This design comes from an exercise in tuning for small area on the open sky130 flow, not from production work. In this exercise RTL edits were held to simulation tests only and were not proved equivalent to the original. Power and IR drop assume default switching activity.

### flow/config.mk
export PLATFORM = sky130hd
export DESIGN_NAME = upid_codec
export DESIGN_NICKNAME = upid_codec
export VERILOG_FILES = /design/flow/design.v
export SDC_FILE = /design/flow/constraint.sdc
export NUM_CORES = 4
export LEC_CHECK = 0
export CAP_MARGIN = 20
export CORE_AREA = 5 5 295 295
export DIE_AREA = 0 0 300 300
export SLEW_MARGIN = 20
### flow/constraint.sdc
create_clock -name core_clock -period 5.0 [get_ports {clk}]
set_input_delay 1.0000 -clock core_clock [delete_from_list [all_inputs] [get_ports {clk}]]
set_output_delay 1.0000 -clock core_clock [all_outputs]
set_load 0.01 [all_outputs]
### flow/run.sh
#!/bin/bash
# synth_recipe.tcl (not shown) runs the flow's synth.tcl, then flattens the netlist and writes it again
# the make line also repeats each setting of config.mk as NAME=value (left out here)
make -C /OpenROAD-flow-scripts/flow DESIGN_CONFIG=/design/flow/config.mk WORK_HOME=/design/flow/orfs CLKGATE_MAP_FILE= SYNTH_SCRIPT=/design/flow/synth_recipe.tcl finish
### flow/design.v
module upid_sym_enc (
    input  wire [4:0] idx,
    output wire [7:0] chr
);
    assign chr = (idx < 5'd6) ? (8'h32 + {3'b000, idx})
                              : (8'h61 + {3'b000, idx} - 8'd6);
endmodule
module upid_sym_dec (
    input  wire [7:0] chr,
    output reg        valid,
    output reg  [4:0] val
);
    reg [7:0] off;
    always @* begin
        valid = 1'b0;
        off   = 8'd0;
        if (chr >= 8'h32 && chr <= 8'h37) begin
            valid = 1'b1;
            off   = chr - 8'h32;
        end else if (chr >= 8'h61 && chr <= 8'h7A) begin
            valid = 1'b1;
            off   = chr - 8'h61 + 8'd6;
        end
        val = off[4:0];
    end
endmodule
module upid_core (
    input  wire [3:0]   op,
    input  wire [4:0]   in_idx,
    input  wire [207:0] in_b,       
    input  wire [7:0]   in_len,
    input  wire [127:0] in_val,
    input  wire [19:0]  in_pfx,
    input  wire [63:0]  in_ts,
    input  wire [63:0]  in_rnd,
    input  wire [3:0]   in_ver,
    output reg  [2:0]   status,
    output reg  [4:0]   out_idx,
    output reg  [207:0] out_b,
    output reg  [7:0]   out_len,
    output reg  [127:0] out_val,
    output reg  [19:0]  out_pfx,
    output reg  [39:0]  out_ts,
    output reg  [63:0]  out_rnd,
    output reg  [3:0]   out_ver
);
    localparam [3:0] OP_SYMENC    = 4'd0,
                     OP_SYMDEC    = 4'd1,
                     OP_PACK      = 4'd2,
                     OP_UNPACK    = 4'd3,
                     OP_TOTEXT    = 4'd4,
                     OP_FROMTEXT  = 4'd5,
                     OP_PFXENC    = 4'd6,
                     OP_PFXDEC    = 4'd7,
                     OP_TOBYTES   = 4'd8,
                     OP_FROMBYTES = 4'd9;
    localparam [2:0] ST_OK        = 3'd0,
                     ST_BAD_CHAR  = 3'd1,
                     ST_BAD_LEN   = 3'd2,
                     ST_PFX_LONG  = 3'd3,
                     ST_TS_RANGE  = 3'd4,
                     ST_ILLEGAL   = 3'd5;
    localparam [7:0] FILLER = 8'h7A;   
    genvar i;
    wire [7:0] symenc_chr;
    upid_sym_enc u_symenc (.idx(in_idx), .chr(symenc_chr));
    wire       symdec_valid;
    wire [4:0] symdec_val;
    upid_sym_dec u_symdec (.chr(in_b[7:0]), .valid(symdec_valid), .val(symdec_val));
    wire [129:0] txt_bits = {in_val, 2'b00};
    wire [207:0] totext_b;
    generate
        for (i = 0; i < 26; i = i + 1) begin : g_totext
            upid_sym_enc u_enc (.idx(txt_bits[129-5*i -: 5]), .chr(totext_b[8*i +: 8]));
        end
    endgenerate
    wire [25:0]  ft_valid;
    wire [129:0] ft_bits;
    generate
        for (i = 0; i < 26; i = i + 1) begin : g_fromtext
            upid_sym_dec u_dec (.chr(in_b[8*i +: 8]), .valid(ft_valid[i]),
                                .val(ft_bits[129-5*i -: 5]));
        end
    endgenerate
    wire ft_chars_ok = &ft_valid;
    wire ft_pad_ok   = (ft_bits[1:0] == 2'b00);
    wire [3:0]  pe_valid;
    wire [19:0] pe_pfx;
    generate
        for (i = 0; i < 4; i = i + 1) begin : g_pfxenc
            wire [7:0] ch = (i < in_len) ? in_b[8*i +: 8] : FILLER;
            upid_sym_dec u_dec (.chr(ch), .valid(pe_valid[i]), .val(pe_pfx[19-5*i -: 5]));
        end
    endgenerate
    wire [31:0] pd_chr;
    generate
        for (i = 0; i < 4; i = i + 1) begin : g_pfxdec
            upid_sym_enc u_enc (.idx(in_pfx[19-5*i -: 5]), .chr(pd_chr[8*i +: 8]));
        end
    endgenerate
    reg [2:0]  pd_len;
    reg [31:0] pd_b;
    integer k;
    always @* begin
        if (in_pfx[4:0] != 5'd31)        pd_len = 3'd4;
        else if (in_pfx[9:5] != 5'd31)   pd_len = 3'd3;
        else if (in_pfx[14:10] != 5'd31) pd_len = 3'd2;
        else if (in_pfx[19:15] != 5'd31) pd_len = 3'd1;
        else                             pd_len = 3'd0;
        for (k = 0; k < 4; k = k + 1)
            pd_b[8*k +: 8] = (k < pd_len) ? pd_chr[8*k +: 8] : 8'h00;
    end
    wire [127:0] tobytes_b;
    wire [127:0] frombytes_val;
    generate
        for (i = 0; i < 16; i = i + 1) begin : g_bytes
            assign tobytes_b[8*i +: 8]        = in_val[127-8*i -: 8];
            assign frombytes_val[127-8*i -: 8] = in_b[8*i +: 8];
        end
    endgenerate
    always @* begin
        status  = ST_OK;
        out_idx = 5'd0;
        out_b   = 208'd0;
        out_len = 8'd0;
        out_val = 128'd0;
        out_pfx = 20'd0;
        out_ts  = 40'd0;
        out_rnd = 64'd0;
        out_ver = 4'd0;
        case (op)
            OP_SYMENC: begin
                out_b[7:0] = symenc_chr;
                out_len    = 8'd1;
            end
            OP_SYMDEC: begin
                if (!symdec_valid) status  = ST_BAD_CHAR;
                else               out_idx = symdec_val;
            end
            OP_PACK: begin
                if (in_ts[63:40] != 24'd0) status = ST_TS_RANGE;
                else out_val = {in_ts[39:0], in_rnd, in_pfx, in_ver};
            end
            OP_UNPACK: begin
                out_ts  = in_val[127:88];
                out_rnd = in_val[87:24];
                out_pfx = in_val[23:4];
                out_ver = in_val[3:0];
            end
            OP_TOTEXT: begin
                out_b   = totext_b;
                out_len = 8'd26;
            end
            OP_FROMTEXT: begin
                if (in_len != 8'd26)                status  = ST_BAD_LEN;
                else if (!ft_chars_ok || !ft_pad_ok) status  = ST_BAD_CHAR;
                else                                out_val = ft_bits[129:2];
            end
            OP_PFXENC: begin
                if (in_len > 8'd4)    status  = ST_PFX_LONG;
                else if (!(&pe_valid)) status  = ST_BAD_CHAR;
                else                  out_pfx = pe_pfx;
            end
            OP_PFXDEC: begin
                out_b[31:0] = pd_b;
                out_len     = {5'd0, pd_len};
            end
            OP_TOBYTES: begin
                out_b[127:0] = tobytes_b;
                out_len      = 8'd16;
            end
            OP_FROMBYTES: begin
                if (in_len != 8'd16) status  = ST_BAD_LEN;
                else                 out_val = frombytes_val;
            end
            default: status = ST_ILLEGAL;
        endcase
    end
endmodule
module upid_codec (
    input  wire         clk,
    input  wire         rst,        
    input  wire         req_valid,
    input  wire [3:0]   op,
    input  wire [4:0]   in_idx,
    input  wire [207:0] in_b,
    input  wire [7:0]   in_len,
    input  wire [127:0] in_val,
    input  wire [19:0]  in_pfx,
    input  wire [63:0]  in_ts,
    input  wire [63:0]  in_rnd,
    input  wire [3:0]   in_ver,
    output reg          resp_valid,
    output reg  [2:0]   status,
    output reg  [4:0]   out_idx,
    output reg  [207:0] out_b,
    output reg  [7:0]   out_len,
    output reg  [127:0] out_val,
    output reg  [19:0]  out_pfx,
    output reg  [39:0]  out_ts,
    output reg  [63:0]  out_rnd,
    output reg  [3:0]   out_ver
);
    wire [2:0]   c_status;
    wire [4:0]   c_idx;
    wire [207:0] c_b;
    wire [7:0]   c_len;
    wire [127:0] c_val;
    wire [19:0]  c_pfx;
    wire [39:0]  c_ts;
    wire [63:0]  c_rnd;
    wire [3:0]   c_ver;
    upid_core u_core (
        .op(op), .in_idx(in_idx), .in_b(in_b), .in_len(in_len), .in_val(in_val),
        .in_pfx(in_pfx), .in_ts(in_ts), .in_rnd(in_rnd), .in_ver(in_ver),
        .status(c_status), .out_idx(c_idx), .out_b(c_b), .out_len(c_len),
        .out_val(c_val), .out_pfx(c_pfx), .out_ts(c_ts), .out_rnd(c_rnd),
        .out_ver(c_ver)
    );
    always @(posedge clk) begin
        if (rst) resp_valid <= 1'b0;
        else     resp_valid <= req_valid;
    end
    always @(posedge clk) begin
        if (!rst && req_valid) begin
            status  <= c_status;
            out_idx <= c_idx;
            out_b   <= c_b;
            out_len <= c_len;
            out_val <= c_val;
            out_pfx <= c_pfx;
            out_ts  <= c_ts;
            out_rnd <= c_rnd;
            out_ver <= c_ver;
        end
    end
endmodule
==> flow_summary.yaml <==
route:
  dr.pass1.iters: 5
  ant_nets: 0
  wl_um: 132000
  vias_per_cell: 5.43
  wl_per_cell_um: 27.0
  drc: 0
  num_vias: 26600
  drt_iter0_drc: 1787
place:
  dp_hpwl_um: 105000
  pre_cts_ws_ns: -0.0204
  port_buffers: 975
  place_congestion: 0.936
sta:
  worstMarginPinSlew_ns: 0.962
  hold_violations: 0
  rsz0062_at_grt: "no"
  fin_ws_ns: 0.613
  min_period_over_period_pct: 87.7
  maxSlewHeadroom_pct: 34.2
  whs_ns: 0.970
  slew_viol_final: 0
  timing.fmax_mhz: 228
  fin_crit_ns: 4.39
  finalSetupViolations: 0
power_and_ir_drop:
  powerDensity_nw_per_um2: 248
  clock_power_share_pct: 35.5
  swShare_pct: 27.7
  power_mw: 10.7
  combPwrFrac_pct: 21.3
  ir_worst_vdd_mv: 0.244
  seq_power_share_pct: 43.2
  switchingPower_mw: 2.96
  power_leakage_nw: 15.6
  internal-power_mw: 7.72
global_routing:
  grt_pass1_wl_um: 187000
  antenna_found_initial: 20
  overflow: 0
  track_usage_pct: 27.9
  grt_pass1_vias: 26300
  grt_max_degree: 144
finish:
  final_util_pct: 51.5
  final_common_cell: "clkdlybuf4s50_1"
  fillCellCount: 7636
  nNetsFinal: 4534
  area_delta_synth_final_pct: 41.0
  layout_common_cells: "clkdlybuf4s50_1, edfxtp_1, ha_1"
  drive_gt1_share_pct: 7.71
cts:
  cts_buffers: 55
  cts_hold_buf: 0
  cts_setup_buffers: 0
  clock_sinks: 468
  cts.root.buffer_cell: "clkbuf_16"
  cts_resized: 0
  cts_tree: "built"
  clock_path_buffers: 3
  htreeDepth: 2
  path_clk_slew_ns: 0.06
synthesis:
  syn_area_um2: 30500
  postSynth.asyncResetShare_pct: 0
  ys_types: 81
  synth_edf_count: 467
  synth_ff_type: "edfxtp_1"
  synth-seq-area-share_pct: 46.0
  ys_ff_latch: 468
  ys_warn_count: 3
  syn_inst: 2843
  avgSynthCellArea_um2: 10.7
die:
  rows: 106
  die_area_um2: 90000
  die_y_um: 300
  dieWidth_um: 300
  core_um2: 83600
  num_io_pins: 989
  start_util_pct: 36.5
run:
  drv_cap: 0
setup_path:
  path_max_fanout: 58
  worst_setup_path_end_kind: "flip-flop"
  cp.arrival_ns: 4.86
  crit_type: "input port to flip-flop"
  required_ns: 5.47
  crit_path_start_kind: "input port"
run_status:
  outcome: "no timing/DRC/antenna violations"
hold_path:
  hold_class: "input port to flip-flop"
synth_stat cells (6+ instances only):
| cell | number | area (um2) |
|---|---|---|
| edfxtp_1 | 467 | 14000 |
| a22oi_1 | 145 | 1090 |
| a211oi_1 | 14 | 105 |
| o21ai_0 | 126 | 631 |
| a221o_1 | 13 | 130 |
| nor2b_1 | 104 | 651 |
| nor2_1 | 165 | 619 |
| xor2_1 | 76 | 666 |
| and4_1 | 7 | 61.3 |
| and3_1 | 7 | 43.8 |
| nand3_1 | 24 | 120 |
| o21ai_1 | 21 | 105 |
| o221ai_1 | 7 | 61.3 |
| o211ai_1 | 19 | 143 |
| ha_1 | 253 | 3170 |
| o22ai_1 | 23 | 144 |
| a22o_1 | 28 | 245 |
| nand4_1 | 9 | 56.3 |
| nand2_1 | 154 | 578 |
| nand2b_1 | 21 | 131 |
| buf_1 | 7 | 26.3 |
| o22a_1 | 12 | 105 |
| nor4_1 | 71 | 444 |
| nand4bb_1 | 8 | 90.1 |
| buf_12 | 11 | 220 |
| a211o_1 | 12 | 105 |
| or2_2 | 9 | 56.3 |
| inv_1 | 162 | 608 |
| mux2i_1 | 56 | 561 |
| and2_1 | 74 | 463 |
| mux2_2 | 34 | 383 |
| a21o_1 | 11 | 82.6 |
| and3b_1 | 7 | 61.3 |
| buf_4 | 13 | 97.6 |
| or4_1 | 8 | 60.1 |
| clkbuf_1 | 125 | 469 |
| or3_1 | 10 | 62.6 |
| a21oi_1 | 158 | 791 |
| a31oi_1 | 13 | 81.3 |
| nor3_1 | 59 | 295 |
| buf_2 | 6 | 30.0 |
| nand3b_1 | 7 | 52.6 |
| xnor2_1 | 102 | 893 |
| o31ai_1 | 12 | 90.1 |
| o21ai_2 | 100 | 876 |
metrics by stage:
stage	setup TNS, ns	instance area (um2)	cells
after global routing	0	43000	4895
after floorplan	-1590.88	30500	2855
after detailed placement	-0.0314	41300	4796
final	0	43000	4898
after CTS	0	43000	4892
after global placement	0	41300	4796
worst paths after layout:
| kind | to | startpoint | depth (start not counted) | slack [ns] |
|---|---|---|---|---|
| setup / recovery | out_val[64] | in_b[0] | 11 | 0.61 |
| hold / removal | resp_valid | req_valid | 2 | 0.97 |
power by group through the flow:
stage / clock, mW / sequential (mW) / combinational, mW
after floorplan: 0 / 4.84 / 0.769
after global placement: 0 / 4.69 / 2.27
after detailed placement: 0 / 4.69 / 2.28
after CTS: 3.88 / 4.61 / 2.29
after global routing: 4.03 / 4.63 / 2.42
final: 3.79 / 4.61 / 2.28
sequential cells by signal, indices dropped and copies added (netlist names):
name and cells:
resp_valid 1, status 3, out_rnd 64, out_val 128
out_ver 4, out_b 198, out_pfx 20, out_len 5
out_ts 40, out_idx 5
critical path: stages:
cell	delay [ns]
clkdlybuf4s50_1	0.69
inv_1	0.21
ha_1	0.24
or4b_2	0.20
o211ai_1	0.08
a31o_2	0.31
a2111oi_0	0.83
nand4_1	0.26
or3_4	0.52
buf_12	0.26
o21ai_2	0.20
per-layer routing:
metal	share of wire [%]	track usage (%)	up-vias	wire length, um
met3	7.1	6.48	222	9430
met2	51	51.1	1048	67900
met1	36	31.2	13000	48100
li1	-	-	12400	-
met4	5.0	11.8	26	6630
met5	0.11	0	-	152
area by class of cell:
class / count / area [um2] / area share [%]
Antenna cell: 6 / 15.0 / 0.0349
Clock buffer: 70 / 1450 / 3.38
Clock inverter: 26 / 180 / 0.419
Inverter: 162 / 608 / 1.41
Multi-Input combinational cell: 2054 / 15000 / 34.9
Sequential cell: 468 / 14000 / 32.7
Tap cell: 1080 / 1350 / 3.14
Timing Repair Buffer: 1032 / 10300 / 24.0
cell families after synthesis:
| kind of cell | Yosys count | share of synthesized area [%] |
|---|---|---|
| other | 1 | 0.0123 |
| buffers and inverters | 333 | 4.99 |
| AOI/OAI and AO/OA | 759 | 17.1 |
| adders and majority gates | 253 | 10.4 |
| muxes | 90 | 3.09 |
| DFF | 468 | 46.0 |
| and+or+nand+nor | 761 | 13.2 |
| xor gates and xnor gates | 178 | 5.11 |

afterwards: timing with drivers on the ports:
Ports are ideal in the flow. The routed layout listed here was re-timed in OpenROAD.
Step 1 (the two cells are an assumption about what drives the block):
set clk [get_ports {clk}]
set_driving_cell -lib_cell sky130_fd_sc_hd__clkbuf_16 $clk
set_driving_cell -lib_cell sky130_fd_sc_hd__buf_2 [delete_from_list [all_inputs] $clk]
Step 2 also shifts input and output timing later by t, the mid clock arrival at the registers, as if the neighbouring blocks saw the same clock.
Slacks: ideal / step 1 / step 2; pairs: ideal / step 1.
shift t [ns]: 0.689
slack for setup (ns): 0.613 / 0.628 / -0.061
cell pins on the clock port's net: 1
With both steps, setup timing fails in this run, where it was met with ideal ports. For this run, drivers alone change the setup slack by +0.015 ns; drivers and shift together by -0.674 ns.
